Context: an optimization exercise on an open-source flow, tuned for small area, a short achievable clock period and few clock cycles. The choices shown serve that exercise and are no tape-out recipe. Only simulation tests tie the RTL to the original design; equivalence was not proved. Power and IR drop assume default switching activity.

Design bitpack_stream, start of the top module:
module bitpack_stream (
    input  wire        clk,
    input  wire        rst,
    input  wire        cmd_valid,
    input  wire [15:0] cmd_word,
    output wire        cmd_ready,
    input  wire        in_valid,
    input  wire [63:0] in_data,
    output wire        in_ready,
    output wire        out_valid,
    output wire [63:0] out_data,
    input  wire        out_ready,
    output wire        done,
    output reg  [2:0]  done_cause,
    output reg  [6:0]  done_info
);
==> flow/config.mk <==
export PLATFORM = sky130hd
export DESIGN_NAME = bitpack_stream
export DESIGN_NICKNAME = bitpack_stream
export VERILOG_FILES = /design/flow/design.v
export SDC_FILE = /design/flow/constraint.sdc
export NUM_CORES = 4
export LEC_CHECK = 0
export CAP_MARGIN = 20
export CORE_MARGIN = 2
export CORE_UTILIZATION = 30
export CTS_BUF_LIST = sky130_fd_sc_hd__clkbuf_16
export CTS_CLUSTER_DIAMETER = 60
export CTS_CLUSTER_SIZE = 20
export SETUP_SLACK_MARGIN = 5
export SLEW_MARGIN = 20
==> flow/constraint.sdc <==
create_clock -name core_clock -period 9.0 [get_ports {clk}]
set_input_delay 1.8000 -clock core_clock [delete_from_list [all_inputs] [get_ports {clk}]]
set_output_delay 1.8000 -clock core_clock [all_outputs]
set_load 0.01 [all_outputs]
standard.sh (not shown) runs the stock make flow with config.mk's settings and CLKGATE_MAP_FILE= SYNTH_SCRIPT=/design/flow/synth_recipe.tcl, a recipe that flattens the netlist after the stock synthesis.
==> flow/flow/run.sh <==
#!/bin/bash
# The standard layout (the standard.sh), with repair_timing aiming for a larger setup
# margin than config.mk may set. Everything else, synthesis included, is unchanged.
set -euo pipefail
MARGIN=6
sed -e "s/SETUP_SLACK_MARGIN=[0-9.]*/SETUP_SLACK_MARGIN=${MARGIN}/" standard.sh > standard_margin.sh
grep -q "SETUP_SLACK_MARGIN=${MARGIN}" standard_margin.sh
bash standard_margin.sh > standard_margin.log 2>&1
Testbench counts at the start, summed over its fixed seeds: cycles 30,984.
Edit:
==> flow/run.sh (new file) <==
#!/bin/bash
# synth_recipe.tcl (not shown) runs the flow's synth.tcl, then flattens the netlist and writes it again
# the make line also repeats each setting of config.mk as NAME=value (left out here)
make -C /OpenROAD-flow-scripts/flow DESIGN_CONFIG=/design/flow/config.mk WORK_HOME=/design/flow/orfs CLKGATE_MAP_FILE= SYNTH_SCRIPT=/design/flow/synth_recipe.tcl finish
--- a/flow/config.mk
+++ b/flow/config.mk
@@ -9,7 +9,4 @@
 export CORE_MARGIN = 2
 export CORE_UTILIZATION = 30
-export CTS_BUF_LIST = sky130_fd_sc_hd__clkbuf_16
-export CTS_CLUSTER_DIAMETER = 60
-export CTS_CLUSTER_SIZE = 20
 export SETUP_SLACK_MARGIN = 5
 export SLEW_MARGIN = 20
removed: flow/flow/run.sh
removed: flow/standard.sh
Effect: Total power went up by a little under a tenth. Combinational power went down by a quarter to a third. Global-route usage went down by 0.29 points. Final area went down by a few percent. Synthesized area does not change. Clock skew barely changes.
Edit:
==> flow/flow/run.sh (new file) <==
#!/bin/bash
# The standard layout (the standard.sh), with repair_timing aiming for a larger setup
# margin than config.mk may set. Everything else, synthesis included, is unchanged.
set -euo pipefail
MARGIN=6
sed -e "s/SETUP_SLACK_MARGIN=[0-9.]*/SETUP_SLACK_MARGIN=${MARGIN}/" standard.sh > standard_margin.sh
grep -q "SETUP_SLACK_MARGIN=${MARGIN}" standard_margin.sh
bash standard_margin.sh > standard_margin.log 2>&1
==> flow/standard.sh (new file) <==
#!/bin/bash
# synth_recipe.tcl (not shown) runs the flow's synth.tcl, then flattens the netlist and writes it again
# the make line also repeats each setting of config.mk as NAME=value (left out here)
make -C /OpenROAD-flow-scripts/flow DESIGN_CONFIG=/design/flow/config.mk WORK_HOME=/design/flow/orfs CLKGATE_MAP_FILE= SYNTH_SCRIPT=/design/flow/synth_recipe.tcl "${@:-finish}"
--- a/flow/config.mk
+++ b/flow/config.mk
@@ -8,5 +8,8 @@
 export CAP_MARGIN = 20
 export CORE_MARGIN = 2
-export CORE_UTILIZATION = 30
+export CORE_UTILIZATION = 55
+export CTS_BUF_LIST = sky130_fd_sc_hd__clkbuf_16
+export CTS_CLUSTER_DIAMETER = 80
+export CTS_CLUSTER_SIZE = 24
 export SETUP_SLACK_MARGIN = 5
 export SLEW_MARGIN = 20
removed: flow/run.sh
The changed run finished clean.
Sequential power stays flat.
Cell count falls by about a fifth.
Clock power shrinks by a quarter to a third.
Setup slack gains 0.55 ns.
Global-route usage is higher by 14 points.
Routed wire length went down by a few percent.
Cell area falls slightly.
Edit:
--- a/flow/config.mk
+++ b/flow/config.mk
@@ -8,8 +8,5 @@
 export CAP_MARGIN = 20
 export CORE_MARGIN = 2
-export CORE_UTILIZATION = 55
-export CTS_BUF_LIST = sky130_fd_sc_hd__clkbuf_16
-export CTS_CLUSTER_DIAMETER = 80
-export CTS_CLUSTER_SIZE = 24
+export CORE_UTILIZATION = 30
 export SETUP_SLACK_MARGIN = 5
 export SLEW_MARGIN = 20
Result:
- via count climbs slightly
- wire length goes up by a little under a tenth
- area after synthesis does not change
- die area goes up by well over a third
- final cell count goes up by about a fifth
- global-route usage falls by 13 points
- combinational power hardly moves
- setup slack gets better by 0.11 ns
- clock power went up by well over a third
- first-iteration DRC count came out lower by roughly a tenth
- register-to-register slack gets better by 0.13 ns

## re-timing with driven ports
In the flow no input, the clock included, has a driving cell. The finished layouts below were timed again as built, in two steps. Step 1 assumes that a clkbuf_16 drives the clock port and a buf_2 every other input. Step 2 moves the port delays by t, midway between the first and last clock arrival at a register: inputs arrive t later, outputs are due t later. That takes back most of the time a late clock gives input paths. a / b / c = ideal ports / drivers / drivers and shift; a / b = the first two.
run | shift t [ns] | setup WS [ns] | cell pins on the clock port's net
the first run | 0.934 | 5.440 / 5.351 / 4.675 | 1
the second run | 0.941 | 4.843 / 4.843 / 4.120 | 1
the third run | 0.880 | 5.393 / 5.433 / 4.553 | 1
the fourth run | 0.953 | 5.501 / 5.407 / 4.706 | 1
After both steps every run listed still meets setup and hold. For the third run, which loses most, drivers alone change the setup slack by +0.040 ns; drivers and shift together by -0.840 ns.
